From an optimization exercise on the open Yosys and OpenROAD flow, aimed at small area, a short achievable clock period and few clock cycles; shortcuts taken in it are not production practice.
At most, simulation tests tie the RTL to the original design; equivalence was not proved.
No functional check of the RTL was part of runs 1 and 2.
Power figures rest on the tool's default switching activity, not on a simulated workload.

$ cat flow/flow/run.sh
#!/bin/bash
# Layout flow: the standard ORFS flow (standard synthesis, unchanged),
# with small port buffers and the timing repair aimed at extra setup slack.
set -euo pipefail
export BUFFER_PORTS_ARGS="-buffer_cell sky130_fd_sc_hd__buf_1"
export SETUP_SLACK_MARGIN=7.0
export CTS_CLUSTER_SIZE=30
export CTS_CLUSTER_DIAMETER=80
bash standard.sh > orfs_make.log 2>&1
$ cat flow/standard.sh
#!/bin/bash
# synth_recipe.tcl (not shown) runs the flow's synth.tcl, then flattens the netlist and writes it again
# the make line also repeats each setting of config.mk as NAME=value (left out here)
make -C /OpenROAD-flow-scripts/flow DESIGN_CONFIG=/design/flow/config.mk WORK_HOME=/design/flow/orfs CLKGATE_MAP_FILE= SYNTH_SCRIPT=/design/flow/synth_recipe.tcl "${@:-finish}"
$ cat flow/config.mk
export PLATFORM = sky130hd
export DESIGN_NAME = swath_engine
export DESIGN_NICKNAME = swath_engine
export VERILOG_FILES = /design/flow/design.v
export SDC_FILE = /design/flow/constraint.sdc
export NUM_CORES = 4
export LEC_CHECK = 0
export CAP_MARGIN = 20
export CORE_MARGIN = 2
export CORE_UTILIZATION = 40
export SLEW_MARGIN = 20
$ cat flow/constraint.sdc
create_clock -name core_clock -period 10.0 [get_ports {clk}]
set_input_delay 2.0000 -clock core_clock [delete_from_list [all_inputs] [get_ports {clk}]]
set_output_delay 2.0000 -clock core_clock [all_outputs]
set_load 0.01 [all_outputs]
$ cat flow/design.v
module swath_engine (
    input  wire        clk,
    input  wire        rst,
    input  wire        in_valid,
    output wire        in_ready,
    input  wire [5:0]  in_swath,
    input  wire        in_mirror,
    input  wire [63:0] in_sh_l,
    input  wire [63:0] in_sh_r,
    input  wire [63:0] in_lv_l,
    input  wire [63:0] in_lv_r,
    output wire        ev_valid,
    input  wire        ev_ready,
    output wire [15:0] ev_data,
    output wire        res_valid,
    output wire [6:0]  res_k
);
    localparam [2:0] G_IDLE   = 3'd0,    
                     G_SELCOL = 3'd1,
                     G_RCMD   = 3'd2,
                     G_RSEL   = 3'd3,
                     G_DATA   = 3'd4,
                     G_WR     = 3'd5,
                     G_END    = 3'd6;
    localparam [3:0] K_CMD = 4'd1, K_DATA = 4'd2, K_SELCOL = 4'd3,
                     K_SELROW = 4'd4, K_WRITE = 4'd5, K_END = 4'd6;
    wire [63:0] d_l  = in_sh_l ^ in_lv_l;
    wire [63:0] d_r  = in_sh_r ^ in_lv_r;
    wire [63:0] t_l  = {64{in_mirror}} & d_r;
    wire [63:0] t_r  = {64{in_mirror}} & d_l;
    wire [63:0] wl_m = (in_sh_l | t_l) & (~in_lv_l | t_l);
    wire [63:0] wr_m = (in_sh_r | t_r) & (~in_lv_r | t_r);
    wire [63:0] any_n   = d_l | d_r;
    reg [63:0] any, wl, wr;      
    reg [5:0]  sw;
    reg        rdy;              
    reg        full;             
    reg        fresh;            
    reg        sbr;              
    reg        men;              
    reg        bq;               
    reg        bq_ok;            
    reg        sel;              
    reg        xv;               
    reg [5:0]  ridx;             
    reg        rbl, rbr;         
    reg        xd;               
    reg        rlast;            
    reg [2:0]  gs;               
    reg        first;            
    reg        last;             
    reg        bl, br;           
    reg [6:0]  k;                
    reg        evv;
    reg [15:0] evd;
    reg        endr;             
    reg        resv;
    reg [6:0]  resk;
    reg [1:0]  nq;               
    reg [5:0]  cq;               
    reg        hold;             
    integer    i;
    reg  [7:0]  gf;              
    reg  [7:0]  gp;              
    reg  [63:0] ip;              
    integer a, b;
    always @(*) begin
        gp[0] = 1'b0;
        for (a = 1; a < 8; a = a + 1) gp[a] = gp[a-1] | gf[a-1];
        for (a = 0; a < 8; a = a + 1) begin
            ip[8*a] = 1'b0;
            for (b = 1; b < 8; b = b + 1) ip[8*a+b] = ip[8*a+b-1] | any[8*a+b-1];
        end
    end
    wire [7:0]  gl  = gf & ~gp;              
    wire [63:0] pre = {{8{gp[7]}}, {8{gp[6]}}, {8{gp[5]}}, {8{gp[4]}},
                       {8{gp[3]}}, {8{gp[2]}}, {8{gp[1]}}, {8{gp[0]}}} | ip;
    wire [63:0] li  = any & ~ip;             
    reg  [5:0]  lo_idx;
    reg         lo_l, lo_r;
    integer c, d;
    always @(*) begin
        lo_idx = 6'd0;
        lo_l   = 1'b0;
        lo_r   = 1'b0;
        for (c = 0; c < 8; c = c + 1) begin
            lo_idx[5:3] = lo_idx[5:3] | ({3{gl[c]}} & c[2:0]);
            for (d = 0; d < 8; d = d + 1) begin
                lo_idx[2:0] = lo_idx[2:0] | ({3{gl[c] & li[8*c+d]}} & d[2:0]);
                lo_l = lo_l | (gl[c] & li[8*c+d] & wl[8*c+d]);
                lo_r = lo_r | (gl[c] & li[8*c+d] & wr[8*c+d]);
            end
        end
    end
    wire sb       = ~|any;                       
    wire sbk      = fresh ? bq : sbr;
    wire nbk      = ~sbk;
    wire ext      = full & sel & ~xv & (|gf);    
    wire adv      = ~evv | ev_ready;
    wire gen_rsel = adv & (gs == G_RSEL);
    wire start    = adv & (gs == G_IDLE) & full & ~sel & nbk;
    wire take     = in_valid & rdy;
    wire retire   = full & ~sel & sbk;           
    wire nb_new   = start;                       
    wire drain    = ~endr & cq[0] & ~hold;
    assign in_ready  = rdy;
    assign ev_valid  = evv;
    assign ev_data   = evd;
    assign res_valid = resv;
    assign res_k     = resk;
    wire       full_n = take | (full & ~sbk);
    wire [1:0] nq_n   = nb_new ? (endr ? nq : {nq[0], 1'b1})
                               : (endr ? {1'b0, nq[1]} : nq);
    wire       hold_n = (retire & nq[0] | hold) & ~endr;
    wire [5:0] cq_n   = retire ? (drain ? cq : {cq[4:0], 1'b1})
                               : (drain ? {1'b0, cq[5:1]} : cq);
    wire       slot_n = take ? (bq_ok & bq) : ~full_n;
    wire       rdy_n  = slot_n & ~cq_n[4] & ~(nq_n[0] & ~hold_n & cq_n[0]);
    always @(posedge clk) begin
        if (men) begin
            any <= any_n;
            wl  <= wl_m;
            wr  <= wr_m;
            sw  <= in_swath;
        end else if (ext) begin
            any <= any & pre;
        end
        sbr <= sb;
        bq  <= ~|any_n;
        for (i = 0; i < 8; i = i + 1) begin
            gf[i] <= |any[8*i +: 8];
        end
        if (ext) begin
            ridx  <= lo_idx;
            rbl   <= lo_l;
            rbr   <= lo_r;
        end
    end
    always @(posedge clk) begin
        if (gen_rsel) begin
            bl   <= rbl;
            br   <= rbr;
            last <= xd ? sb : rlast;
            k    <= first ? 7'd1 : k + 7'd1;
        end
        if (adv) begin
            case (gs)
                G_IDLE:   evd <= {K_CMD, 12'd0};
                G_SELCOL: evd <= {K_SELCOL, sw, sw};
                G_RCMD:   evd <= {K_CMD, 12'd0};
                G_RSEL:   evd <= {K_SELROW, ridx, ridx};
                G_DATA:   evd <= {K_DATA, 12'd0};
                G_WR:     evd <= {K_WRITE, 4'd0, {4{br}}, {4{bl}}};
                default:  evd <= {K_END, 12'd0};
            endcase
        end
        resk <= endr ? k : 7'd0;
    end
    always @(posedge clk) begin
        if (rst) begin
            rdy   <= 1'b1;
            full  <= 1'b0;
            fresh <= 1'b0;
            bq_ok <= 1'b0;
            men   <= 1'b1;
            xd    <= 1'b0;
            sel   <= 1'b0;
            xv    <= 1'b0;
            gs    <= G_IDLE;
            first <= 1'b0;
            evv   <= 1'b0;
            endr  <= 1'b0;
            resv  <= 1'b0;
            nq    <= 2'd0;
            cq    <= 6'd0;
            hold  <= 1'b0;
        end else begin
            bq_ok <= in_valid & ~take;
            men   <= slot_n;
            xd    <= ext;
            if (xd) rlast <= sb;
            if (take)                            sel <= 1'b0;
            else if (adv && gs == G_SELCOL)      sel <= 1'b1;
            if (ext)           xv <= 1'b1;
            else if (gen_rsel) xv <= 1'b0;
            if (adv) begin
                case (gs)
                    G_IDLE: begin
                        evv <= full & ~sel & nbk;
                        if (full & ~sel & nbk) gs <= G_SELCOL;
                    end
                    G_SELCOL: begin evv <= 1'b1; gs <= G_RCMD; end
                    G_RCMD:   begin evv <= 1'b1; gs <= G_RSEL; end
                    G_RSEL:   begin evv <= 1'b1; gs <= G_DATA; end
                    G_DATA:   begin evv <= 1'b1; gs <= G_WR;   end
                    G_WR:     begin evv <= 1'b1; gs <= last ? G_END : G_RCMD; end
                    default:  begin evv <= 1'b1; gs <= G_IDLE; end
                endcase
            end
            if (start)         first <= 1'b1;
            else if (gen_rsel) first <= 1'b0;
            endr  <= evv & ev_ready & (evd[14:12] == K_END[2:0]);
            rdy   <= rdy_n;
            full  <= full_n;
            fresh <= take;
            resv  <= endr | drain;
            nq    <= nq_n;
            cq    <= cq_n;
            hold  <= hold_n;
        end
    end
endmodule
==> results of run 1 <==
cell usage in the layout, fill, tap and decap left out, types with 19 or more instances in the layout:
cell type    n
nor4_1      32
clkbuf_2    19
dfxtp_1     35
o21ai_0    262
edfxtp_1   232
nand3_1     27
buf_1      264
nand4_1     27
inv_1      150
nand2_1    227
a21oi_1     21
xor2_1     123
nor2_1      64
repair_timing:
| item | 4_1_cts | 5_1_grt |
|---|---|---|
| setup buffers | 3 | 4 |
| resized for setup | 42 | 30 |
| pin swaps | 8 | 5 |
| endpoints found under the setup margin | 141 | 39 |
worst max-delay path by stage:
stage / from / endpoint / slack [ns] / cells after the start
6_report: in_sh_r[6] / bq$_DFF_P_ / 6.65 / 7
5_1_grt: in_lv_l[19] / bq$_DFF_P_ / 6.58 / 7
4_1_cts: in_lv_r[24] / bq$_DFF_P_ / 6.61 / 7
3_5_place_dp: in_sh_l[19] / bq$_DFF_P_ / 5.51 / 7
3_3_place_gp: in_sh_l[19] / bq$_DFF_P_ / 5.48 / 7
2_1_floorplan: in_sh_l[19] / bq$_DFF_P_ / 6.61 / 6
flip-flops by register name (all words and copies together) (netlist names), 2 cells and up:
signal  count
cq          6
ridx        6
gs          3
gf          8
evd        15
resk        7
nq          2
k           7
sw          6
any        64
wr         64
wl         64
metrics by stage:
| stage | hold slack (ns) | worst slack (ns) | util | cell area [sq um] |
|---|---|---|---|---|
| 2_1_floorplan | 0.4003 | 6.615 | - | 15010 |
| 3_3_place_gp | 0.4058 | 5.483 | 0.4501 | 16520 |
| 3_5_place_dp | 0.4127 | 5.513 | 0.4503 | 16520 |
| 4_1_cts | 0.4398 | 6.612 | 0.4697 | 17240 |
| 5_1_grt | 0.4572 | 6.583 | 0.4723 | 17330 |
| 6_report | 0.4415 | 6.647 | 0.4723 | 17330 |
worst register-to-register path, stage by stage, from the launching register on:
cell	delay [ns]
edfxtp_1	0.59
nor3b_1	0.13
and2_1	0.23
a221oi_1	0.64
and4_1	0.35
nand4_1	0.16
or4_4	0.58
cell families (layout without fill, tap and decap cells):
| family | count (synthesis) | after routing | synth area share |
|---|---|---|---|
| mux | 12 | 12 | 0.008272 |
| buf+inv | 212 | 483 | 0.05439 |
| compound gates | 399 | 399 | 0.1591 |
| xor+xnor | 135 | 135 | 0.07896 |
| flops | 273 | 273 | 0.5201 |
| other cells | 1 | 1 | 0.0002504 |
| fa+ha+maj | 2 | 2 | 0.001504 |
| simple gates | 531 | 531 | 0.1775 |
routing by layer:
layer,wire [um],global-route usage,vias to the layer above
met5,0,0,-
met4,1050,0.05458,0
met3,2710,0.02817,50
met2,21720,0.3852,413
met1,22360,0.3513,6123
li1,-,-,6178
cell type report:
class,count,share of cell area
clock buffers,17,0.02332
clock inverters,7,0.006281
inverters,152,0.03321
multi-input cells,1080,0.3780
flip-flops and latches,273,0.4499
well taps,468,0.03379
repair buffers,307,0.07551
report_power, final:
group	internal (mW)	leakage, nW	switching (mW)
sequential	1.39	2.69	0.121
clock	0.335	0.249	0.398
combinational	0.156	3.61	0.280
==> metrics.cfg, run 1 <==
[sta]
tns_ns=0
fin_skew_ns=0.02413
clock.fmax_ghz=0.2983
drv_slew=0
fin_crit_sh=0.3353
worst_pin_slew_ns=1.067
maxSlewHeadroom=0.2824
setup_viol=0
min_period_ns=3.353
finalHoldViolCount=0
rsz0062_at_grt=true

[floorplanning]
core_sq_um=36700
die_width_um=197.5
fp-row-count=70
die_y_um=197.5
io_pins=293
die-area_sq_um=39000
start_util=0.4080

[route]
wl_per_cell_um=20.76
routed_wl_um=47840
drc=0
vias=12760
drt_iter0_markers=1145
firstDrtPassIters=5
ant_nets=0
viasPerCell=5.540

[min_path]
whs_path_depth=0
hold_class=flip-flop to flip-flop
hold_end=br$_DFFE_PP_
min_from=rbr$_DFFE_PP_

[yosys]
synth_nets=1833
synthTopCellsByArea=edfxtp_1 47%, o21ai_0 8.8%, xor2_1 7.4%
synth_top_area_frac=0.4652
synth_area_leader_cell=edfxtp_1
synth_area_per_cell_sq_um=9.568
yosys.cell_types.count=67
synth-edff-count=232
synth_warnings=1
yosys-top-cells-count=263 x o21ai_0, 232 x edfxtp_1, 228 x nand2_1
synth_cells=1565
postSynth.asyncResetShare=0
synth_flop_cell=edfxtp_1
netlist_area_sq_um=14970
ys_seq_area_frac=0.5201
ys_seq_elements=273
synth_most_common_cell=o21ai_0

[layout]
regArea_sq_um=7797
n_fill_cell=3494
finalNonFillerCells=2304
multi_input_area_sq_um=6551
nets=2097
drive_gt1_frac=0.06373
diodes=0
areaGrowthSynthToFinish_pct=15.74

[cts]
cts_tree=built
root_buffer=clkbuf_16
clockBufferDepth=3
holdBufCountCts=0
clk_pin_slew_ns=0.11
clkLatencyLatePin_ns=0.52
cts.sinks=273
htreeDepth=1
cts-buffers-inserted=15

[placed_design]
hpwl_um=37160
portBuffers=291
routabilityCongestion=0.9540
place_inst=2273

[global_route]
grt_max_degree=75
antenna_found_initial=0
grt.overflow.total=0
grt_pass1_wl_um=71320
grt_pass1_vias=12100
grt.total_usage=0.2412

[pwr]
powerDensity_nw_per_um2=154.9
ir_worst_vdd_mv=0.09254
p_total_mw=2.684
leakage_nw=6.551

[critical_path]
crit_buf_inv=1
worstPathArrival_ns=3.77
reg2reg_depth=6
worstPathRequired_ns=10.42
r2r_end=rbr$_DFFE_PP_
crit_path_max_fanout=2
r2r_start=any[0]$_SDFFCE_PN0P_
max_stage_delay_ns=0.52
critPathKind=input pin to flip-flop
worst_path_dominant_cell_family=simple AND/OR/NAND/NOR gates
critPathSlowestCell=or4b_4
end_kind=flip-flop
cp_cell_sequence=buf_1, xor2_1, nor2_1, nand2_1, nor4_4, or4b_4, nor4_2
cp-start-kind=input pin
reg2reg_slack_ns=7.07

[status]
status=complete, no violations

[flow_run]
drv_cap=0

==> inputs of run 2 (changes only) <==
--- a/flow/design.v
+++ b/flow/design.v
@@ -120,3 +120,2 @@
         if (men) begin
-            any <= any_n;
             wl  <= wl_m;
@@ -124,5 +123,5 @@
             sw  <= in_swath;
-        end else if (ext) begin
-            any <= any & pre;
-        end
+        end
+        for (i = 0; i < 64; i = i + 1)
+            if (men || (ext && gl[i/8] && li[i])) any[i] <= men & any_n[i];
         sbr <= sb;
==> metrics.cfg, run 2 <==
[status]
status=complete, no violations

[yosys]
synthSimpleGateAreaFrac=0.2002
synthTopCellsByArea=edfxtp_1 47%, xor2_1 7.7%, dfxtp_1 5.5%
synth_area_leader_cell=edfxtp_1
synth_cells=1536
synth_top_area_frac=0.4663
synth_area_per_cell_sq_um=9.726
ys_seq_elements=273
synth_most_common_cell=edfxtp_1
postSynth.asyncResetShare=0
synth.area.mux_share=0.004774
synth-edff-count=232
yosys.cell_types.count=71
ys_seq_area_frac=0.5213
synth_warnings=1
yosys-top-cells-count=232 x edfxtp_1, 190 x nand2_1, 145 x inv_1, 145 x o21ai_0, 131 x xor2_1
synth_compound_area_frac=0.1421
netlist_area_sq_um=14940
synth_flop_cell=edfxtp_1
synth-xor-area-share=0.07915
synth_nets=1804
synth_top_family_by_area=simple AND/OR/NAND/NOR gates
synth_adder_area_share=0.001508

[critical_path]
worst_path_dominant_cell_family=flip-flops
max_stage_delay_ns=0.41
crit_buf_inv=1
end_kind=output pin
reg2reg_slack_ns=7.02
cp_cell_sequence=clkbuf_2
critPathSlowestCell=edfxtp_1
worstPathArrival_ns=1.05
cp_num_cells=1
critPathKind=flip-flop to output pin
crit_path_max_fanout=2
reg2reg_depth=8
worstPathRequired_ns=8.00
cp-start-kind=flip-flop

[global_route]
grt_pass1_wl_um=64830
grt_max_degree=98
grt_pass1_vias=11450
antenna_found_initial=0
grt.overflow.total=0
grt.total_usage=0.2174

[cts]
clockBufferDepth=3
cts-buffers-inserted=15
clk_pin_slew_ns=0.11
holdBufCountCts=0
root_buffer=clkbuf_16
clkLatencyLatePin_ns=0.52
cts.sinks=273
cts_tree=built
htreeDepth=1

[pwr]
p_total_mw=2.615
power_frac_seq=0.566
ir_worst_vdd_mv=0.09926
leakage_nw=6.564
clock_power_share=0.270
swShare=0.2890
p_int_mw=1.859
power_frac_comb=0.164
power.switching_uw=755.5
powerDensity_nw_per_um2=152.7

[sta]
drv_slew=0
worst_pin_slew_ns=0.9568
setup_viol=0
rsz0062_at_grt=true
clock.fmax_ghz=0.3284
min_period_ns=3.045
maxSlewHeadroom=0.3622
fin_crit_sh=0.3045
fin_skew_ns=0.03575
finalHoldViolCount=0
tns_ns=0

[layout]
layout_common_cells=272 x buf_1, 232 x edfxtp_1, 190 x nand2_1
post-route-cell-area_sq_um=17120
areaGrowthSynthToFinish_pct=14.60
nets=2068
diodes=0
final_common_cell=buf_1
drive_gt1_frac=0.07024
reg.largest.list=any: 64 flops, wl: 64 flops, wr: 64 flops

[floorplanning]
fp-row-count=70
die-area_sq_um=38910
die_width_um=197.3
core_sq_um=36700
start_util=0.4071
io_pins=293
die_y_um=197.3

[placed_design]
portBuffers=291
placed_area_sq_um=16470
hpwl_um=33970
routabilityCongestion=0.8907

[route]
wl_per_cell_um=18.79
firstDrtPassIters=5
vias=12090
drt_iter0_markers=982
viasPerCell=5.312
ant_nets=0
drc=0
routed_wl_um=42760

[flow_run]
drv_cap=0

[min_path]
hold_class=flip-flop to flip-flop
whs_path_depth=0

[run 2: routing by layer]
layer / vias to the layer above / global-route usage / wire, um
met5: - / 0 / 0
met1: 5685 / 0.3008 / 18980
met4: 0 / 0.06349 / 1305
met2: 381 / 0.3546 / 19840
met3: 64 / 0.03210 / 2641
li1: 5959 / - / -
[run 2: what timing repair did]
action,CTS,global route
gates cloned,0,0
endpoints found under the setup margin,146,88
setup buffers,1,2
gates resized for setup,14,29
pin swaps,0,1
[run 2: kinds of logic after synthesis]
kind of cell / Yosys count
buffers and inverters: 199
and+or+nand+nor: 593
AOI/OAI and AO/OA: 326
xor gates and xnor gates: 135
DFF: 273
muxes: 7
other: 1
adders and majority gates: 2
[run 2: cell type report]
class	instances	area, sq um
Timing Repair Buffer	300	1229
Clock inverter	9	93.84
Sequential cell	273	7796
Multi-Input combinational cell	1064	6479
Clock buffer	16	389.1
Fill cell	3511	19580
Inverter	146	548.0
Tap cell	468	585.6
[run 2: metrics by stage]
stage	setup slack (ns)	instances	util	hold WS [ns]
finish	6.955	2276	0.4665	0.4400
global route	6.913	2276	0.4665	0.4640
CTS	6.926	2273	0.4637	0.4414
detailed placement	6.197	2247	0.4488	0.4143
global placement	6.179	2247	0.4488	0.4079
floorplan	6.899	1536	-	0.4003
[run 2: path summary, 6_finish.rpt]
check                                        from             to
worst min register to register      rbl$_DFFE_PP_   bl$_DFFE_PP_
worst max-delay path            evd[12]$_DFFE_PN_    ev_data[12]
worst min-delay path                rbl$_DFFE_PP_   bl$_DFFE_PP_
worst max register to register      gf[0]$_DFF_P_  rbr$_DFFE_PP_
[run 2: power groups by stage]
| stage | logic [mW] | registers (mW) | clock network, mW |
|---|---|---|---|
| after floorplan | 0.258 | 1.48 | 0 |
| after global placement | 0.406 | 1.51 | 0 |
| after detailed placement | 0.413 | 1.51 | 0 |
| after CTS | 0.419 | 1.49 | 0.726 |
| after global routing | 0.482 | 1.50 | 0.765 |
| final | 0.430 | 1.48 | 0.705 |
==> inputs of run 3 (changes only) <==
--- a/flow/design.v
+++ b/flow/design.v
@@ -40,3 +40,3 @@
     reg        men;              
-    reg        bq;               
+    reg [3:0]  bq;               
     reg        bq_ok;            
@@ -95,3 +95,3 @@
     wire sb       = ~|any;                       
-    wire sbk      = fresh ? bq : sbr;
+    wire sbk      = fresh ? (&bq) : sbr;
     wire nbk      = ~sbk;
@@ -116,3 +116,3 @@
                                : (drain ? {1'b0, cq[5:1]} : cq);
-    wire       slot_n = take ? (bq_ok & bq) : ~full_n;
+    wire       slot_n = take ? (bq_ok & (&bq)) : ~full_n;
     wire       rdy_n  = slot_n & ~cq_n[4] & ~(nq_n[0] & ~hold_n & cq_n[0]);
@@ -127,3 +127,3 @@
         sbr <= sb;
-        bq  <= ~|any_n;
+        for (i = 0; i < 4; i = i + 1) bq[i] <= ~|any_n[16*i +: 16];
         for (i = 0; i < 8; i = i + 1) begin
--- a/flow/flow/run.sh
+++ b/flow/flow/run.sh
@@ -5,3 +5,3 @@
 export BUFFER_PORTS_ARGS="-buffer_cell sky130_fd_sc_hd__buf_1"
-export SETUP_SLACK_MARGIN=7.0
+export SETUP_SLACK_MARGIN=6.8
 export CTS_CLUSTER_SIZE=30
==> metrics.cfg, run 3 <==
[global_route]
grt.overflow.total=0
antenna_found_initial=1
grt.total_usage=0.2250
grt_pass1_vias=11830
grt_pass1_wl_um=66600
grt_max_degree=85

[critical_path]
crit_path_max_fanout=50
worstPathArrival_ns=3.35
worstPathRequired_ns=10.25
critPathKind=input pin to flip-flop
cp-start-kind=input pin
end_kind=flip-flop

[status]
status=complete, no violations

[layout]
drive_gt1_frac=0.03991
reg.largest.list=any: 64 flops, wl: 64 flops, wr: 64 flops
final_common_cell=buf_1
n_fill_cell=3509
areaGrowthSynthToFinish_pct=14.94
nets=2035
layout_common_cells=290 x buf_1, 232 x edfxtp_1, 181 x nand2_1

[yosys]
ys_seq_elements=276
ys_seq_area_frac=0.5307
synth_area_leader_cell=edfxtp_1
synth_warnings=1
synth_nets=1770
netlist_area_sq_um=14790
synth_most_common_cell=edfxtp_1
synth_cells=1502
synth-edff-count=232
yosys.cell_types.count=73
yosys-top-cells-count=232 x edfxtp_1, 182 x nand2_1, 163 x inv_1
synth_area_per_cell_sq_um=9.845
synthTopCellsByArea=edfxtp_1 47%, dfxtp_1 6.0%, xnor2_1 5.2%
synth_top_area_frac=0.4711
synth_flop_cell=edfxtp_1
postSynth.asyncResetShare=0

[pwr]
ir_worst_vdd_mv=0.09997
leakage_nw=6.180
powerDensity_nw_per_um2=163.3

[cts]
cts-buffers-inserted=18
cts.sinks=276
cts-resized-gates=2
holdBufCountCts=0
clockBufferDepth=3
clkLatencyLatePin_ns=0.52
root_buffer=clkbuf_16
cts_tree=built
clk_pin_slew_ns=0.09
cts_post_setup_buffers_inserted=0
htreeDepth=1

[floorplanning]
io_pins=293
fp-row-count=70
die_width_um=196.3
start_util=0.4049
core_sq_um=36520
die_y_um=196.3
die-area_sq_um=38520

[route]
wl_per_cell_um=19.75
firstDrtPassIters=5
routed_wl_um=44400
vias=12330
ant_nets=0
drc=0
drt_iter0_markers=1040
viasPerCell=5.484

[placed_design]
portBuffers=291
routabilityCongestion=0.9466
hpwl_um=34690
place_ws_ns=5.885

[min_path]
hold_class=flip-flop to flip-flop

[sta]
maxSlewHeadroom=0.3630
rsz0062_at_grt=false
whs_ns=0.4435
clock.fmax_ghz=0.3220
worst_pin_slew_ns=0.9555
finalHoldViolCount=0
drv_slew=0
setup_viol=0
layout_setup_ws_ns=6.895
tns_ns=0
min_period_ns=3.105
fin_skew_ns=0.02197
fin_crit_sh=0.3105

[flow_run]
drv_cap=0

[run 3: cell types whose count changed after synthesis, sizes merged, moves of 17 or more]
| cell | change |
|---|---|
| o22ai | +96 |
| xor2 | -85 |
| xnor2 | +83 |
| o21ai | -58 |
| nor2b | -55 |
| a21oi | +43 |
| a31o | -29 |
| nor2 | -18 |
| inv | +17 |
[run 3: cell families after synthesis]
| kind of cell | Yosys count | share of synthesized area |
|---|---|---|
| other | 1 | 0.0002536 |
| adders and majority gates | 1 | 0.0008460 |
| AOI/OAI and AO/OA | 348 | 0.1459 |
| muxes | 7 | 0.004823 |
| DFF | 276 | 0.5307 |
| buffers and inverters | 221 | 0.05838 |
| and+or+nand+nor | 515 | 0.1804 |
| xor gates and xnor gates | 133 | 0.07877 |
[run 3: worst paths after layout]
kind                  from         endpoint  slack, ns  cells past startpoint
min reg2reg  rbl$_DFFE_PP_     bl$_DFFE_PP_       0.44                      0
max              in_mirror  wr[6]$_DFFE_PP_       6.89                      5
max reg2reg  gf[0]$_DFF_P_    rbl$_DFFE_PP_       7.01                      6
min          rbl$_DFFE_PP_     bl$_DFFE_PP_       0.44                      0
[run 3: area by class of cell]
cell class | count | area [sq um] | share of cell area
flip-flops and latches | 276 | 7851 | 0.4619
multi-input cells | 1005 | 6082 | 0.3578
repair buffers | 303 | 1187 | 0.06986
inverters | 163 | 618.1 | 0.03636
well taps | 468 | 585.6 | 0.03445
clock buffers | 21 | 514.2 | 0.03025
clock inverters | 11 | 156.4 | 0.009201
diodes | 1 | 2.502 | 0.0001472
[run 3: layer usage]
| metal | GRT usage | share of wire | vias to the layer above |
|---|---|---|---|
| met5 | 0 | 0 | - |
| li1 | - | - | 5954 |
| met4 | 0.05612 | 0.025 | 0 |
| met1 | 0.3112 | 0.45 | 5893 |
| met3 | 0.02751 | 0.060 | 59 |
| met2 | 0.3761 | 0.47 | 422 |
[run 3: metrics by stage]
| stage | util | instance area (sq um) | total power [mW] | std cells |
|---|---|---|---|---|
| 3_3_place_gp | 0.4467 | 16310 | 1.918 | 2215 |
| 5_1_grt | 0.4653 | 17000 | 2.889 | 2247 |
| 2_1_floorplan | - | 14790 | 1.739 | 1502 |
| 6_report | 0.4654 | 17000 | 2.776 | 2248 |
| 4_1_cts | 0.4652 | 16990 | 2.791 | 2247 |
| 3_5_place_dp | 0.4467 | 16310 | 1.929 | 2215 |
[run 3: where the power goes]
part	internal (mW)	switching (mW)
sequential	1.40	0.0994
clock	0.440	0.429
combinational	0.152	0.255
total	1.99	0.784
[run 3: worst max-delay path: stages]
cell and delay (ns):
clkbuf_2 0.08, buf_4 0.31, inv_6 0.33, buf_6 0.39
o22ai_1 0.14
Testbench counts of run 3, summed over its fixed seeds: cycles 19,783.
==> inputs of run 4 (changes only) <==
--- a/flow/flow/run.sh
+++ b/flow/flow/run.sh
@@ -5,3 +5,3 @@
 export BUFFER_PORTS_ARGS="-buffer_cell sky130_fd_sc_hd__buf_1"
-export SETUP_SLACK_MARGIN=6.8
+export SETUP_SLACK_MARGIN=7.2
 export CTS_CLUSTER_SIZE=30
==> metrics.cfg, run 4 <==
[status]
status=complete, no violations

[route]
vias=12400
viasPerCell=5.528
routed_wl_um=44880
drt_iter0_markers=1067
ant_nets=0
wl_per_cell_um=20.00
firstDrtPassIters=5
drc=0

[critical_path]
reg2reg_depth=7
startpoint=evd[12]$_DFFE_PN_
crit_buf_inv=1
cp_num_cells=1
worst_path_dominant_cell_family=flip-flops
cp-start-kind=flip-flop
reg2reg_slack_ns=7.28
worstSetupEndpoint=ev_data[12]
critPathKind=flip-flop to output pin
worstPathArrival_ns=1.07
cp_cell_sequence=clkbuf_2
crit_path_max_fanout=2
critPathSlowestCell=edfxtp_1
worstPathRequired_ns=8.00
max_stage_delay_ns=0.40
r2r_end=rbr$_DFFE_PP_
end_kind=output pin
r2r_start=gf[0]$_DFF_P_

[floorplanning]
fp-row-count=70
die-area_sq_um=38520
die_width_um=196.3
io_pins=293
start_util=0.4049
core_sq_um=36520
die_y_um=196.3

[sta]
worst_pin_slew_ns=1.057
rsz0062_at_grt=true
clock.fmax_ghz=0.3261
min_period_ns=3.066
setup_viol=0
fin_crit_sh=0.3066
maxSlewHeadroom=0.2956
finalHoldViolCount=0
drv_slew=0
layout_setup_ws_ns=6.934
fin_skew_ns=0.01572
tns_ns=0

[layout]
final_common_cell=buf_1
fin_util=0.4682
post-route-cell-area_sq_um=17100
reg.largest.list=any: 64 flops, wl: 64 flops, wr: 64 flops
n_fill_cell=3495
layout_common_cells=262 x buf_1, 232 x edfxtp_1, 180 x nand2_1
nets=2033
drive_gt1_frac=0.06648
multi_input_area_sq_um=6243
areaGrowthSynthToFinish_pct=15.63
regArea_sq_um=7860

[min_path]
hold_class=flip-flop to flip-flop

[pwr]
ir_worst_vdd_mv=0.09465
swShare=0.2933
clock_power_share=0.284
power_frac_seq=0.557
power_frac_comb=0.160
power.switching_uw=786.1
powerDensity_nw_per_um2=156.8
leakage_nw=6.281
p_int_mw=1.894

[cts]
cts_tree=built
cts.sinks=276
clockBufferDepth=3
holdBufCountCts=0
root_buffer=clkbuf_16
cts-buffers-inserted=16
htreeDepth=1
clk_pin_slew_ns=0.11
clkLatencyLatePin_ns=0.53

[yosys]
synth_cells=1502
synth_warnings=1
synth_nets=1770
yosys.cell_types.count=73
postSynth.asyncResetShare=0
synth-edff-count=232
synth_most_common_cell=edfxtp_1
synth_top_area_frac=0.4711
yosys-top-cells-count=232 x edfxtp_1, 182 x nand2_1, 163 x inv_1
ys_seq_elements=276
synth_flop_cell=edfxtp_1
ys_seq_area_frac=0.5307
synth_area_per_cell_sq_um=9.845
synth_area_leader_cell=edfxtp_1
netlist_area_sq_um=14790
synthTopCellsByArea=edfxtp_1 47%, dfxtp_1 6.0%, xnor2_1 5.2%

[global_route]
grt_pass1_vias=11810
grt_pass1_wl_um=66920
grt.total_usage=0.2266
grt.overflow.total=0
grt_max_degree=85
antenna_found_initial=2

[placed_design]
portBuffers=291
hpwl_um=34630
place_ws_ns=6.305
placed_area_sq_um=16410
routabilityCongestion=0.9028

[flow_run]
drv_cap=0

[run 4: logic make-up after synthesis]
logic type      synth area share
other cells            0.0002536
xor+xnor                 0.07877
compound gates            0.1459
simple gates              0.1804
buf+inv                  0.05838
mux                     0.004823
flops                     0.5307
fa+ha+maj              0.0008460
[run 4: final cells by class]
cell class	count	area share
Timing Repair Buffer	303	0.07259
Clock inverter	10	0.006586
Inverter	163	0.03651
Multi-Input combinational cell	1005	0.3651
Clock buffer	18	0.02510
Tap cell	468	0.03425
Sequential cell	276	0.4597
Antenna cell	1	0.0001463
[run 4: how the worst min path moves through the flow]
| stage | start | end | depth (start not counted) | slack (ns) |
|---|---|---|---|---|
| after floorplan | rbl$_DFFE_PP_ | bl$_DFFE_PP_ | 0 | 0.40 |
| after global placement | rbl$_DFFE_PP_ | bl$_DFFE_PP_ | 0 | 0.41 |
| after detailed placement | rbl$_DFFE_PP_ | bl$_DFFE_PP_ | 0 | 0.41 |
| after CTS | rbl$_DFFE_PP_ | bl$_DFFE_PP_ | 0 | 0.45 |
| after global routing | rbl$_DFFE_PP_ | bl$_DFFE_PP_ | 0 | 0.46 |
| final | rbl$_DFFE_PP_ | bl$_DFFE_PP_ | 0 | 0.45 |
[run 4: metrics by stage]
step | hold slack, ns | power [mW] | std cells
floorplan | 0.4003 | 1.746 | 1502
global placement | 0.4052 | 1.924 | 2213
detailed placement | 0.4080 | 1.935 | 2213
CTS | 0.4468 | 2.687 | 2242
global route | 0.4645 | 2.793 | 2243
finish | 0.4450 | 2.681 | 2244
[run 4: power by group through the flow]
stage               clock network, mW  logic (mW)  registers, mW
floorplan                           0       0.256           1.49
global placement                    0       0.410           1.51
detailed placement                  0       0.419           1.52
CTS                             0.774       0.423           1.49
global route                    0.812       0.474           1.51
finish                          0.760       0.429           1.49
[run 4: what timing repair did]
action / CTS / global route
gates cloned: 0 / 0
gates resized for setup: 19 / 36
endpoints found under the setup margin: 112 / 35
buffers inserted: 1 / 1
pin swaps: 0 / 0
[run 4: metal layers]
| layer | part of all wire | GRT usage |
|---|---|---|
| met5 | 0 | 0 |
| met4 | 0.027 | 0.06425 |
| met2 | 0.46 | 0.3708 |
| met3 | 0.076 | 0.04057 |
| met1 | 0.43 | 0.3089 |
==> inputs of run 5 (changes only) <==
--- a/flow/flow/run.sh
+++ b/flow/flow/run.sh
@@ -5,3 +5,3 @@
 export BUFFER_PORTS_ARGS="-buffer_cell sky130_fd_sc_hd__buf_1"
-export SETUP_SLACK_MARGIN=7.2
+export SETUP_SLACK_MARGIN=7.0
 export CTS_CLUSTER_SIZE=30
--- a/flow/config.mk
+++ b/flow/config.mk
@@ -7,2 +7,3 @@
 export LEC_CHECK = 0
+export ABC_AREA = 1
 export CAP_MARGIN = 20
==> metrics.cfg, run 5 <==
[status]
status=complete, no violations

[layout]
drive_gt1_frac=0.04741
nets=2344
reg.largest.list=any: 64 flops, wl: 64 flops, wr: 64 flops
layout_common_cells=352 x nand2_1, 273 x nor2_1, 266 x buf_1
areaGrowthSynthToFinish_pct=15.59
final_common_cell=nand2_1
post-route-cell-area_sq_um=17500
diodes=0
n_fill_cell=3698

[yosys]
ys_seq_area_frac=0.5184
netlist_area_sq_um=15140
synth-edff-count=232
synthTopCellsByArea=edfxtp_1 46%, nand2_1 8.7%, xor2_1 7.5%
yosys.cell_types.count=37
yosys-top-cells-count=352 x nand2_1, 274 x nor2_1, 256 x inv_1
synth_area_per_cell_sq_um=8.415
synth_cells=1799
synth_warnings=1
synth_top_area_frac=0.4602
synth_most_common_cell=nand2_1
postSynth.asyncResetShare=0
synth_area_leader_cell=edfxtp_1
ys_seq_elements=276
synth_flop_cell=edfxtp_1
synth_nets=2067

[sta]
fin_skew_ns=0.02318
whs_ns=0.4384
maxSlewHeadroom=0.3908
worst_pin_slew_ns=0.9138
layout_setup_ws_ns=6.899
min_period_ns=3.101
drv_slew=0
rsz0062_at_grt=true
fin_crit_sh=0.3101
clock.fmax_ghz=0.3224
tns_ns=0
finalHoldViolCount=0
setup_viol=0

[placed_design]
portBuffers=291
routabilityCongestion=0.9150
hpwl_um=33490
placed_area_sq_um=16720
place_ws_ns=6.162

[route]
drc=0
vias=12940
viasPerCell=4.977
wl_per_cell_um=16.51
ant_nets=0
routed_wl_um=42920
drt_iter0_markers=862
firstDrtPassIters=6

[flow_run]
drv_cap=0

[global_route]
antenna_found_initial=0
grt.overflow.total=0
grt_max_degree=77
grt_pass1_wl_um=65210
grt.total_usage=0.2153
grt_pass1_vias=12250

[critical_path]
end_kind=output pin
worstPathArrival_ns=1.10
cp_cell_sequence=clkbuf_2
crit_path_max_fanout=2
worstPathRequired_ns=8.00
cp-start-kind=flip-flop
critPathKind=flip-flop to output pin
max_stage_delay_ns=0.42
worst_path_dominant_cell_family=flip-flops
critPathSlowestCell=edfxtp_1
crit_buf_inv=1

[cts]
clk_pin_slew_ns=0.11
root_buffer=clkbuf_16
cts.sinks=276
clkLatencyLatePin_ns=0.54
cts_tree=built
clockBufferDepth=3
htreeDepth=1
cts-buffers-inserted=18

[pwr]
powerDensity_nw_per_um2=164.3
leakage_nw=7.433
ir_worst_vdd_mv=0.09817

[floorplanning]
io_pins=293
core_sq_um=37490
start_util=0.4038
die-area_sq_um=39420
die_y_um=198.5
die_width_um=198.5
fp-row-count=71

[min_path]
hold_class=flip-flop to flip-flop

run 5: repair_timing:
action / CTS / global route
hold buffers: 0 / 0
setup buffers: 1 / 1
gates cloned: 0 / 0
setup endpoints to repair: 101 / 80
gates resized for setup: 16 / 23
run 5: routing by layer:
| metal | share of wire | routed length (um) | track usage |
|---|---|---|---|
| met1 | 0.45 | 19440 | 0.2910 |
| met5 | 0 | 0 | 0 |
| met4 | 0.025 | 1064 | 0.05860 |
| met3 | 0.058 | 2501 | 0.02882 |
| met2 | 0.46 | 19920 | 0.3636 |
run 5: path summary, 6_finish.rpt:
check / start / end / slack (ns) / cells after the start
worst min register to register: rbl$_DFFE_PP_ / bl$_DFFE_PP_ / 0.44 / 0
worst min-delay path: rbl$_DFFE_PP_ / bl$_DFFE_PP_ / 0.44 / 0
worst max-delay path: evd[14]$_DFFE_PN_ / ev_data[14] / 6.90 / 1
worst max register to register: sel$_SDFFE_PP0P_ / any[44]$_DFFE_PP_ / 7.38 / 6
run 5: final cells by class:
class                           count  area (sq um)  share of cell area
Clock buffer                       20         479.2             0.02739
Clock inverter                     12         201.4             0.01151
Inverter                          259         973.4             0.05563
Multi-Input combinational cell   1223          6127              0.3502
Sequential cell                   276          7858              0.4491
Tap cell                          511         639.4             0.03654
Timing Repair Buffer              298          1220             0.06972
run 5: power breakdown:
group          switching, mW  internal [mW]
combinational          0.312          0.152
clock                  0.486          0.395
sequential            0.0894           1.44
run 5: cells by family (layout without fill, tap and decap cells):
group	after synthesis	count (layout)	synth area share
other	1	1	0.0002477
xor gates and xnor gates	130	130	0.07521
DFF	276	276	0.5184
and+or+nand+nor	852	852	0.2457
AOI/OAI and AO/OA	239	239	0.08257
adders and majority gates	1	1	0.0008264
buffers and inverters	300	589	0.07703
run 5: stage by stage:
stage                 util  instances  total power, mW
global route        0.4668       2599            3.015
finish              0.4668       2599            2.875
floorplan                -       1799            1.803
global placement    0.4461       2565            1.992
CTS                 0.4654       2598            2.891
detailed placement  0.4461       2565            2.008
==> inputs of run 6 (changes only) <==
--- a/flow/config.mk
+++ b/flow/config.mk
@@ -7,3 +7,2 @@
 export LEC_CHECK = 0
-export ABC_AREA = 1
 export CAP_MARGIN = 20
@@ -11,2 +10,3 @@
 export CORE_UTILIZATION = 40
+export GPL_TIMING_DRIVEN = 0
 export SLEW_MARGIN = 20
==> metrics.cfg, run 6 <==
[status]
status=complete, no violations

[layout]
n_fill_cell=3501
nets=2083
areaGrowthSynthToFinish_pct=16.61
diodes=0
final_common_cell=buf_1
drive_gt1_frac=0.05973
fin_util=0.4721
reg.largest.list=any: 64 flops, wl: 64 flops, wr: 64 flops
layout_common_cells=271 x buf_1, 232 x edfxtp_1, 182 x nand2_1

[global_route]
antenna_found_initial=0
grt_pass1_wl_um=70080
grt_pass1_vias=12170
grt.total_usage=0.2402
grt.overflow.total=0
grt_max_degree=57

[sta]
fin_crit_sh=0.3061
rsz0062_at_grt=true
worst_pin_slew_ns=1.059
tns_ns=0
setup_viol=0
layout_setup_ws_ns=6.939
maxSlewHeadroom=0.2843
drv_slew=0
fin_skew_ns=0.02270
min_period_ns=3.061
finalHoldViolCount=0
clock.fmax_ghz=0.3267

[critical_path]
reg2reg_depth=7
end_kind=output pin
worst_path_dominant_cell_family=flip-flops
worstPathRequired_ns=8.00
critPathKind=flip-flop to output pin
cp-start-kind=flip-flop
crit_path_max_fanout=2
reg2reg_slack_ns=7.08
max_stage_delay_ns=0.40
crit_buf_inv=1
worstPathArrival_ns=1.06
cp_cell_sequence=buf_1
critPathSlowestCell=edfxtp_1
r2r_end=rbr$_DFFE_PP_
r2r_start=gf[0]$_DFF_P_

[cts]
clockBufferDepth=3
clkLatencyLatePin_ns=0.53
clk_pin_slew_ns=0.12
cts.sinks=276
htreeDepth=1
holdBufCountCts=0
root_buffer=clkbuf_16
cts_tree=built
cts-buffers-inserted=16

[yosys]
synth_most_common_cell=edfxtp_1
synth_warnings=1
yosys-top-cells-count=232 x edfxtp_1, 182 x nand2_1, 163 x inv_1
netlist_area_sq_um=14790
ys_seq_elements=276
synth_nets=1770
synth_top_area_frac=0.4711
ys_seq_area_frac=0.5307
postSynth.asyncResetShare=0
synth_cells=1502
yosys.cell_types.count=73
synth-edff-count=232
synth_area_leader_cell=edfxtp_1
synth_flop_cell=edfxtp_1
synthTopCellsByArea=edfxtp_1 47%, dfxtp_1 6.0%, xnor2_1 5.2%
synth_area_per_cell_sq_um=9.845

[route]
wl_per_cell_um=20.56
drt_iter0_markers=1058
drc=0
vias=12710
firstDrtPassIters=6
routed_wl_um=47130
ant_nets=0
viasPerCell=5.541

[floorplanning]
die-area_sq_um=38520
core_sq_um=36520
start_util=0.4049
die_y_um=196.3
die_width_um=196.3
io_pins=293
fp-row-count=70

[min_path]
min_from=rbr$_DFFE_PP_
hold_end=br$_DFFE_PP_
hold_class=flip-flop to flip-flop
whs_path_depth=0

[flow_run]
drv_cap=0

[placed_design]
hpwl_um=37930
portBuffers=290
routabilityCongestion=0.9120
place_ws_ns=5.983

[pwr]
power.switching_uw=803.2
p_total_mw=2.706
powerDensity_nw_per_um2=156.9
clock_power_share=0.285
power_frac_comb=0.166
p_int_mw=1.903
power_frac_seq=0.549
swShare=0.2968
leakage_nw=6.359
ir_worst_vdd_mv=0.08980

run 6: cell types whose count changed after synthesis, moves of 83 or more:
| cell | delta |
|---|---|
| inv_1 | -93 |
| xor2_1 | -83 |
| o22ai_1 | +99 |
| nand2_1 | -170 |
| o21ai_0 | -106 |
| nor2_1 | -182 |
| xnor2_1 | +86 |
run 6: worst max-delay path by stage:
stage                     depth (start not counted)               from  slack [ns]                to
after global placement                            5          in_mirror        5.99  wl[38]$_DFFE_PP_
after CTS                                         1  evd[12]$_DFFE_PN_        6.92       ev_data[12]
final                                             1  evd[12]$_DFFE_PN_        6.94       ev_data[12]
after floorplan                                   7           ev_ready        6.92    rdy$_SDFF_PP1_
after global routing                              1  evd[12]$_DFFE_PN_        6.89       ev_data[12]
after detailed placement                          5          in_mirror        5.98  wr[36]$_DFFE_PP_
run 6: cell type report:
class                           count  area [sq um]  share of cell area
Clock buffer                       18         429.2             0.02489
Buffer                             58         280.3             0.01625
Multi-Input combinational cell   1005          6140              0.3560
Timing Repair Buffer              295          1204             0.06980
Inverter                          163         611.8             0.03548
Tap cell                          468         585.6             0.03396
Sequential cell                   276          7855              0.4555
Clock inverter                     10         138.9            0.008054
run 6: metrics by stage:
| step | hold WS, ns | area (sq um) | cells |
|---|---|---|---|
| detailed placement | 0.4168 | 16560 | 2262 |
| floorplan | 0.4003 | 14820 | 1502 |
| finish | 0.4499 | 17240 | 2293 |
| CTS | 0.4447 | 17180 | 2291 |
| global placement | 0.4050 | 16490 | 2260 |
| global route | 0.4517 | 17240 | 2293 |
run 6: repair_timing:
item                       in CTS  in global routing
pin swaps                       0                  3
buffers inserted                1                  2
resized for setup              17                 24
setup endpoints to repair     145                 32
run 6: power groups by stage:
stage / clock [mW] / sequential (mW) / combinational, mW
2_1_floorplan: 0 / 1.49 / 0.249
5_1_grt: 0.818 / 1.50 / 0.494
3_5_place_dp: 0 / 1.51 / 0.438
6_report: 0.773 / 1.49 / 0.448
4_1_cts: 0.783 / 1.48 / 0.443
3_3_place_gp: 0 / 1.52 / 0.415
run 6: cells by family (layout without fill, tap and decap cells):
family | count (synthesis) | after routing | share of synthesized area
mux | 7 | 7 | 0.004823
fa+ha+maj | 1 | 1 | 0.0008460
buf+inv | 221 | 544 | 0.05838
xor+xnor | 133 | 133 | 0.07877
simple gates | 515 | 515 | 0.1804
other cells | 1 | 1 | 0.0002536
compound gates | 348 | 348 | 0.1459
flops | 276 | 276 | 0.5307
run 6: per-layer routing:
metal / wire (um) / share of wire / GRT usage
met2: 21540 / 0.46 / 0.3897
met1: 20740 / 0.44 / 0.3294
met3: 3228 / 0.068 / 0.03627
met4: 1621 / 0.034 / 0.07997
met5: 0 / 0 / 0.003831
==> inputs of run 7 (changes only) <==
--- a/flow/config.mk
+++ b/flow/config.mk
@@ -10,3 +10,2 @@
 export CORE_UTILIZATION = 40
-export GPL_TIMING_DRIVEN = 0
 export SLEW_MARGIN = 20
==> metrics.cfg, run 7 <==
[critical_path]
worstPathArrival_ns=1.05
crit_buf_inv=1
crit_path_max_fanout=2
cp-start-kind=flip-flop
end_kind=output pin
cp_cell_sequence=buf_1
worstPathRequired_ns=8.00
critPathKind=flip-flop to output pin
max_stage_delay_ns=0.40
critPathSlowestCell=edfxtp_1
worst_path_dominant_cell_family=flip-flops

[layout]
drive_gt1_frac=0.04896
multi_input_area_sq_um=6093
areaGrowthSynthToFinish_pct=14.67
reg.largest.list=any: 64 flops, wl: 64 flops, wr: 64 flops
regArea_sq_um=7855
diodes=0
finalNonFillerCells=2245
layout_common_cells=272 x buf_1, 232 x edfxtp_1, 181 x nand2_1
post-route-cell-area_sq_um=16960
final_common_cell=buf_1
fin_util=0.4643
nets=2035
n_fill_cell=3505

[yosys]
synth_nets=1770
yosys.cell_types.count=73
synth_cells=1502
netlist_area_sq_um=14790
synthTopCellsByArea=edfxtp_1 47%, dfxtp_1 6.0%, xnor2_1 5.2%
postSynth.asyncResetShare=0
ys_seq_elements=276
synth_warnings=1
synth_area_per_cell_sq_um=9.845
synth_most_common_cell=edfxtp_1
ys_seq_area_frac=0.5307
synth-edff-count=232
synth_top_area_frac=0.4711
synth_area_leader_cell=edfxtp_1
yosys-top-cells-count=232 x edfxtp_1, 182 x nand2_1, 163 x inv_1
synth_flop_cell=edfxtp_1

[sta]
whs_ns=0.4106
drv_slew=0
maxSlewHeadroom=0.3208
fin_crit_sh=0.3047
fin_skew_ns=0.01863
rsz0062_at_grt=true
min_period_ns=3.047
setup_viol=0
finalHoldViolCount=0
worst_pin_slew_ns=1.019
clock.fmax_ghz=0.3282
tns_ns=0
layout_setup_ws_ns=6.953

[flow_run]
drv_cap=0

[floorplanning]
start_util=0.4049
core_sq_um=36520
die_y_um=196.3
die_width_um=196.3
io_pins=293
die-area_sq_um=38520
fp-row-count=70

[route]
drt_iter0_markers=930
firstDrtPassIters=5
wl_per_cell_um=19.73
viasPerCell=5.495
ant_nets=0
vias=12340
drc=0
routed_wl_um=44300

[pwr]
powerDensity_nw_per_um2=158.6
ir_worst_vdd_mv=0.08546
leakage_nw=6.194
p_total_mw=2.689

[cts]
clk_pin_slew_ns=0.09
root_buffer=clkbuf_16
cts_tree=built
cts-buffers-inserted=17
clkLatencyLatePin_ns=0.52
holdBufCountCts=0
htreeDepth=1
clockBufferDepth=3
cts.sinks=276

[global_route]
grt.total_usage=0.2249
grt_pass1_wl_um=66940
grt_pass1_vias=11840
grt_max_degree=87
antenna_found_initial=0
grt.overflow.total=0

[placed_design]
placed_area_sq_um=16320
place_ws_ns=5.928
routabilityCongestion=0.9142
place_inst=2214
hpwl_um=34680
portBuffers=291

[status]
status=complete, no violations

[min_path]
hold_class=flip-flop to flip-flop

[run 7: cell types whose count changed in the layout (fill, tap and decap cells not counted), sizes merged]
cell | previous run | this run
clkinv | 4 | 3
bufinv | 0 | 1
buf | 299 | 288
clkbuf | 72 | 37
inv | 169 | 165
clkinvlp | 0 | 2
[run 7: power by group]
group / internal [mW] / leakage, nW / switching (mW)
clock network: 0.365 / 0.266 / 0.411
logic: 0.157 / 3.20 / 0.258
registers: 1.40 / 2.73 / 0.0993
total: 1.92 / 6.19 / 0.769
[run 7: what timing repair did]
item	CTS	global route
setup buffers	1	1
endpoints found under the setup margin	73	41
resized for setup	11	19
pin swaps	0	0
[run 7: worst register-to-register path, cell delays in order, from the launching register on]
cell and delay [ns]:
dfxtp_1 0.50, nor4_2 0.10, buf_4 0.20, nand2_1 0.39
o22ai_1 0.20, nor4_1 0.36, nand3_1 0.16, or4_1 0.62
[run 7: layout make-up]
| cell class | instances | area share |
|---|---|---|
| repair buffers | 304 | 0.07327 |
| clock inverters | 8 | 0.006641 |
| inverters | 163 | 0.03645 |
| multi-input cells | 1005 | 0.3593 |
| clock buffers | 21 | 0.02656 |
| flip-flops and latches | 276 | 0.4632 |
| well taps | 468 | 0.03453 |
[run 7: path summary, 6_finish.rpt]
| kind | start | to | slack [ns] | depth (start not counted) |
|---|---|---|---|---|
| worst max-delay path | evd[12]$_DFFE_PN_ | ev_data[12] | 6.95 | 1 |
| worst min-delay path | rbr$_DFFE_PP_ | br$_DFFE_PP_ | 0.41 | 0 |
| worst max register to register | gf[1]$_DFF_P_ | rbr$_DFFE_PP_ | 7.18 | 7 |
| worst min register to register | rbr$_DFFE_PP_ | br$_DFFE_PP_ | 0.41 | 0 |
[run 7: logic make-up (layout without fill, tap and decap cells)]
| family | Yosys count | count (layout) | share of synthesized area |
|---|---|---|---|
| AOI/OAI and AO/OA | 348 | 348 | 0.1459 |
| xor gates and xnor gates | 133 | 133 | 0.07877 |
| DFF | 276 | 276 | 0.5307 |
| adders and majority gates | 1 | 1 | 0.0008460 |
| buffers and inverters | 221 | 496 | 0.05838 |
| other | 1 | 1 | 0.0002536 |
| and+or+nand+nor | 515 | 515 | 0.1804 |
| muxes | 7 | 7 | 0.004823 |
[run 7: per-layer routing]
| layer | GRT usage | vias up | wire, um |
|---|---|---|---|
| li1 | - | 5965 | - |
| met1 | 0.3117 | 5872 | 19670 |
| met2 | 0.3773 | 445 | 20850 |
| met3 | 0.02561 | 55 | 2738 |
| met4 | 0.05415 | 0 | 1046 |
| met5 | 0 | - | 0 |
==> inputs of run 8 (changes only) <==
--- a/flow/config.mk
+++ b/flow/config.mk
@@ -9,3 +9,4 @@
 export CORE_MARGIN = 2
-export CORE_UTILIZATION = 40
+export CORE_UTILIZATION = 45
+export PLACE_DENSITY = 0.6
 export SLEW_MARGIN = 20
==> metrics.cfg, run 8 <==
[sta]
whs_ns=0.4344
min_period_ns=3.079
maxSlewHeadroom=0.4085
setup_viol=0
fin_crit_sh=0.3079
finalHoldViolCount=0
fin_skew_ns=0.02320
clock.fmax_ghz=0.3248
tns_ns=0
drv_slew=0
worst_pin_slew_ns=0.8749
rsz0062_at_grt=true

[yosys]
synth_flop_cell=edfxtp_1
synth_most_common_cell=edfxtp_1
ys_seq_elements=276
synth_warnings=1
synth-edff-count=232
ys_seq_area_frac=0.5307
yosys-top-cells-count=232 x edfxtp_1, 182 x nand2_1, 163 x inv_1
synth_area_leader_cell=edfxtp_1
synthTopCellsByArea=edfxtp_1 47%, dfxtp_1 6.0%, xnor2_1 5.2%
synth_nets=1770
yosys.cell_types.count=73
netlist_area_sq_um=14790
synth_top_area_frac=0.4711
synth_area_per_cell_sq_um=9.845
synth_cells=1502
postSynth.asyncResetShare=0

[critical_path]
critPathKind=flip-flop to output pin
max_stage_delay_ns=0.41
worst_path_dominant_cell_family=flip-flops
critPathSlowestCell=edfxtp_1
crit_buf_inv=1
worstPathRequired_ns=8.00
end_kind=output pin
cp-start-kind=flip-flop
crit_path_max_fanout=2
cp_cell_sequence=clkbuf_2
worstPathArrival_ns=1.08

[status]
status=complete, no violations

[min_path]
hold_class=flip-flop to flip-flop

[layout]
reg.largest.list=any: 64 flops, wl: 64 flops, wr: 64 flops
layout_common_cells=265 x buf_1, 232 x edfxtp_1, 181 x nand2_1
fin_util=0.5223
areaGrowthSynthToFinish_pct=14.62
final_common_cell=buf_1
nets=2034
finalNonFillerCells=2219
drive_gt1_frac=0.05518

[cts]
root_buffer=clkbuf_16
clk_pin_slew_ns=0.10
cts-buffers-inserted=16
clkLatencyLatePin_ns=0.52
holdBufCountCts=0
cts.sinks=276
clockBufferDepth=3
htreeDepth=1
cts_tree=built

[global_route]
grt_max_degree=107
grt_pass1_wl_um=64560
antenna_found_initial=5
grt.total_usage=0.2463
grt_pass1_vias=11620
grt.overflow.total=0

[floorplanning]
die_y_um=185.3
start_util=0.4557
die_width_um=185.3
fp-row-count=66
die-area_sq_um=34330
io_pins=293
core_sq_um=32450

[route]
routed_wl_um=43060
firstDrtPassIters=5
ant_nets=0
drt_iter0_markers=1015
drc=0
wl_per_cell_um=19.41
vias=12340
viasPerCell=5.560

[flow_run]
drv_cap=0

[placed_design]
portBuffers=291
place_inst=2188
routabilityCongestion=0.9386
hpwl_um=33110

[pwr]
power_frac_comb=0.152
swShare=0.2877
ir_worst_vdd_mv=0.1140
power.switching_uw=774.1
leakage_nw=6.231
powerDensity_nw_per_um2=158.7
power_frac_seq=0.557
p_int_mw=1.916
clock_power_share=0.290
p_total_mw=2.690

## run 8: cell families (layout without fill, tap and decap cells)
kind of cell,count (synthesis),after routing,synth area share
mux,7,7,0.004823
xor+xnor,133,133,0.07877
buf+inv,221,495,0.05838
compound gates,348,348,0.1459
flops,276,276,0.5307
simple gates,515,515,0.1804
other cells,1,2,0.0002536
fa+ha+maj,1,1,0.0008460
## run 8: metrics by stage
stage / setup slack, ns / instance area [sq um]
6_report: 6.921 / 16950
5_1_grt: 6.877 / 16950
4_1_cts: 6.909 / 16900
3_5_place_dp: 6.228 / 16280
3_3_place_gp: 6.307 / 16280
2_1_floorplan: 6.924 / 14820
## run 8: cell type report
| class | instances | area (sq um) |
|---|---|---|
| clock buffers | 18 | 429.2 |
| well taps | 442 | 553.0 |
| diodes | 1 | 2.502 |
| inverters | 163 | 613.1 |
| flip-flops and latches | 276 | 7858 |
| clock inverters | 10 | 137.6 |
| repair buffers | 304 | 1264 |
| multi-input cells | 1005 | 6093 |
| fillers | 3065 | 15500 |
## run 8: final timing paths
path	cells past startpoint	to	start	slack (ns)
worst max-delay path	1	ev_data[13]	evd[13]$_DFFE_PN_	6.92
worst min-delay path	0	br$_DFFE_PP_	rbr$_DFFE_PP_	0.43
worst max register to register	6	rbl$_DFFE_PP_	gf[1]$_DFF_P_	7.21
worst min register to register	0	br$_DFFE_PP_	rbr$_DFFE_PP_	0.43
## run 8: repair_timing
action / CTS / global route
setup endpoints to repair: 108 / 26
buffers inserted: 2 / 0
resized for setup: 16 / 24
## run 8: power by group through the flow
stage          clock, mW  combinational (mW)  sequential, mW
2_1_floorplan          0               0.249            1.49
3_3_place_gp           0               0.394            1.52
3_5_place_dp           0               0.403            1.52
4_1_cts            0.800               0.408            1.50
5_1_grt            0.838               0.456            1.51
6_report           0.781               0.410            1.50
## run 8: per-layer routing
layer / up-vias / global-route usage / share of wire
met2: 464 / 0.4030 / 0.47
met1: 5833 / 0.3311 / 0.43
met5: - / 0 / 0.00091
met3: 66 / 0.04640 / 0.076
li1: 5968 / - / -
met4: 6 / 0.07651 / 0.027
==> inputs of run 9 (changes only) <==
--- a/flow/config.mk
+++ b/flow/config.mk
@@ -9,4 +9,4 @@
 export CORE_MARGIN = 2
-export CORE_UTILIZATION = 45
-export PLACE_DENSITY = 0.6
+export CORE_UTILIZATION = 55
+export PLACE_DENSITY = 0.7
 export SLEW_MARGIN = 20
==> metrics.cfg, run 9 <==
[critical_path]
crit_buf_inv=1
cp-start-kind=flip-flop
worstPathRequired_ns=8.00
worstPathArrival_ns=1.04
worst_path_dominant_cell_family=flip-flops
critPathSlowestCell=edfxtp_1
end_kind=output pin
max_stage_delay_ns=0.40
crit_path_max_fanout=2
cp_cell_sequence=clkbuf_2
critPathKind=flip-flop to output pin

[sta]
maxSlewHeadroom=0.4044
worst_pin_slew_ns=0.8915
min_period_ns=3.038
whs_ns=0.4674
drv_slew=0
setup_viol=0
layout_setup_ws_ns=6.962
fin_crit_sh=0.3038
fin_skew_ns=0.03930
rsz0062_at_grt=true
clock.fmax_ghz=0.3291
finalHoldViolCount=0
tns_ns=0

[pwr]
power_frac_comb=0.154
power_frac_seq=0.559
powerDensity_nw_per_um2=159.0
swShare=0.2823
ir_worst_vdd_mv=0.1106
clock_power_share=0.287
p_total_mw=2.676
power.switching_uw=755.2
leakage_nw=6.204
p_int_mw=1.920

[cts]
clkLatencyLatePin_ns=0.53
cts-buffers-inserted=15
clk_pin_slew_ns=0.11
cts.sinks=276
root_buffer=clkbuf_16
htreeDepth=1
clockBufferDepth=3
cts_tree=built

[yosys]
synth_warnings=1
synth_top_area_frac=0.4711
ys_seq_elements=276
synthTopCellsByArea=edfxtp_1 47%, dfxtp_1 6.0%, xnor2_1 5.2%
ys_seq_area_frac=0.5307
synth_area_per_cell_sq_um=9.845
yosys.cell_types.count=73
netlist_area_sq_um=14790
synth_cells=1502
synth_flop_cell=edfxtp_1
synth-edff-count=232
postSynth.asyncResetShare=0
synth_nets=1770
synth_area_leader_cell=edfxtp_1
yosys-top-cells-count=232 x edfxtp_1, 182 x nand2_1, 163 x inv_1
synth_most_common_cell=edfxtp_1

[floorplanning]
die-area_sq_um=28220
die_width_um=168.0
fp-row-count=60
die_y_um=168.0
start_util=0.5549
core_sq_um=26650
io_pins=293

[placed_design]
placed_area_sq_um=16150
place_ws_ns=5.496
hpwl_um=31570
place_inst=2086
portBuffers=291
routabilityCongestion=0.9493

[layout]
nets=2037
post-route-cell-area_sq_um=16820
diodes=0
final_common_cell=buf_1
layout_common_cells=273 x buf_1, 232 x edfxtp_1, 181 x nand2_1
fin_util=0.6313
finalNonFillerCells=2119
drive_gt1_frac=0.05231
reg.largest.list=any: 64 flops, wl: 64 flops, wr: 64 flops
areaGrowthSynthToFinish_pct=13.77

[route]
ant_nets=0
vias=12520
met3_length_um=3606
wl_met2_um=19940
firstDrtPassIters=6
drc=0
drt_iter0_markers=1290
maxUsedRoutingLayer=met4
routed_wl_um=41370
drt-met1-wl_um=16370
viasPerCell=5.910
wl_per_cell_um=19.52

[min_path]
hold_class=flip-flop to flip-flop

[global_route]
antenna_found_initial=1
grt.total_usage=0.2847
grt_pass1_wl_um=62440
grt_pass1_vias=11940
grt_max_degree=115
grt.overflow.total=0

[flow_run]
drv_cap=0

[status]
status=complete, no violations

==> run 9: cell type report <==
type,count,area (sq um)
fill,2255,9826
inverter,163,624.3
tap,341,426.7
timing repair buffer,308,1261
clock inverter,10,158.9
multi-input combinational,1005,6100
clock buffer,16,400.4
sequential,276,7854
==> run 9: kinds of logic (layout without fill, tap and decap cells) <==
family	after synthesis	after routing	synth area share
simple gates	515	515	0.1804
compound gates	348	348	0.1459
flops	276	276	0.5307
buf+inv	221	497	0.05838
xor+xnor	133	133	0.07877
mux	7	7	0.004823
fa+ha+maj	1	1	0.0008460
other cells	1	1	0.0002536
==> run 9: path summary, 6_finish.rpt <==
kind                   end  slack, ns               from  cells after the start
max            ev_data[14]       6.96  evd[14]$_DFFE_PN_                      1
min           br$_DFFE_PP_       0.47      rbr$_DFFE_PP_                      0
max reg2reg  rbl$_DFFE_PP_       7.08      gf[0]$_DFF_P_                      6
min reg2reg   br$_DFFE_PP_       0.47      rbr$_DFFE_PP_                      0
==> run 9: repair_timing <==
item,in CTS,in global routing
resized for setup,12,19
pin swaps,0,0
buffers inserted,2,5
hold buffers,0,0
endpoints found under the setup margin,110,45
==> run 9: power groups by stage <==
stage / clock, mW / sequential (mW) / combinational, mW
global route: 0.811 / 1.51 / 0.453
detailed placement: 0 / 1.52 / 0.401
CTS: 0.781 / 1.49 / 0.405
finish: 0.769 / 1.50 / 0.411
global placement: 0 / 1.52 / 0.389
floorplan: 0 / 1.49 / 0.249
==> run 9: metal layers <==
layer	up-vias	GRT usage
met4	0	0.09981
met3	78	0.05689
met2	581	0.4853
met1	5898	0.3636
li1	5967	-
met5	-	0

port drivers added, routing unchanged:
Ports are ideal in the flow. The routed layouts listed here were re-timed in OpenROAD. Step 1 (the two cells are an assumption about what drives the block):
set clk [get_ports {clk}]
set_driving_cell -lib_cell sky130_fd_sc_hd__clkbuf_16 $clk
set_driving_cell -lib_cell sky130_fd_sc_hd__buf_2 [delete_from_list [all_inputs] $clk]
Step 2, shift: input delay + t, output delay - t, t = (earliest + latest rising clock arrival at the registers) / 2. This alone moves slack from input paths to output paths. Slacks: no drivers / after step 1 / after step 2; pairs: no drivers / after step 1.
| run | t, ns | slack for setup (ns) | worst hold slack (ns) | worst setup path at the end | worst slew at a driven data input, ns |
|---|---|---|---|---|---|
| run 1 | 0.555 | 6.647 / 6.679 / 6.123 | 0.442 / 0.442 / 0.442 | input to register | 0.07 |
| run 2 | 0.555 | 6.955 / 6.905 / 6.427 | 0.440 / 0.440 / 0.440 | input to register | 0.06 |
| run 3 | 0.567 | 6.895 / 6.856 / 6.360 | 0.443 / 0.443 / 0.443 | input to register | 0.10 |
| run 4 | 0.573 | 6.934 / 6.879 / 6.759 | 0.445 / 0.445 / 0.445 | input to register | 0.08 |
| run 5 | 0.578 | 6.899 / 6.847 / 6.675 | 0.438 / 0.438 / 0.438 | input to register | 0.05 |
| run 6 | 0.571 | 6.939 / 6.885 / 6.517 | 0.450 / 0.450 / 0.450 | input to register | 0.08 |
| run 7 | 0.558 | 6.953 / 6.901 / 6.582 | 0.411 / 0.411 / 0.411 | input to register | 0.07 |
| run 8 | 0.567 | 6.921 / 6.868 / 6.662 | 0.434 / 0.434 / 0.434 | input to register | 0.08 |
| run 9 | 0.560 | 6.962 / 6.911 / 6.589 | 0.467 / 0.467 / 0.467 | input to register | 0.07 |
After both steps setup and hold are still met in every run listed. The setup slack of run 3, which loses most, moves by -0.039 ns with the drivers and by -0.535 ns with both steps.
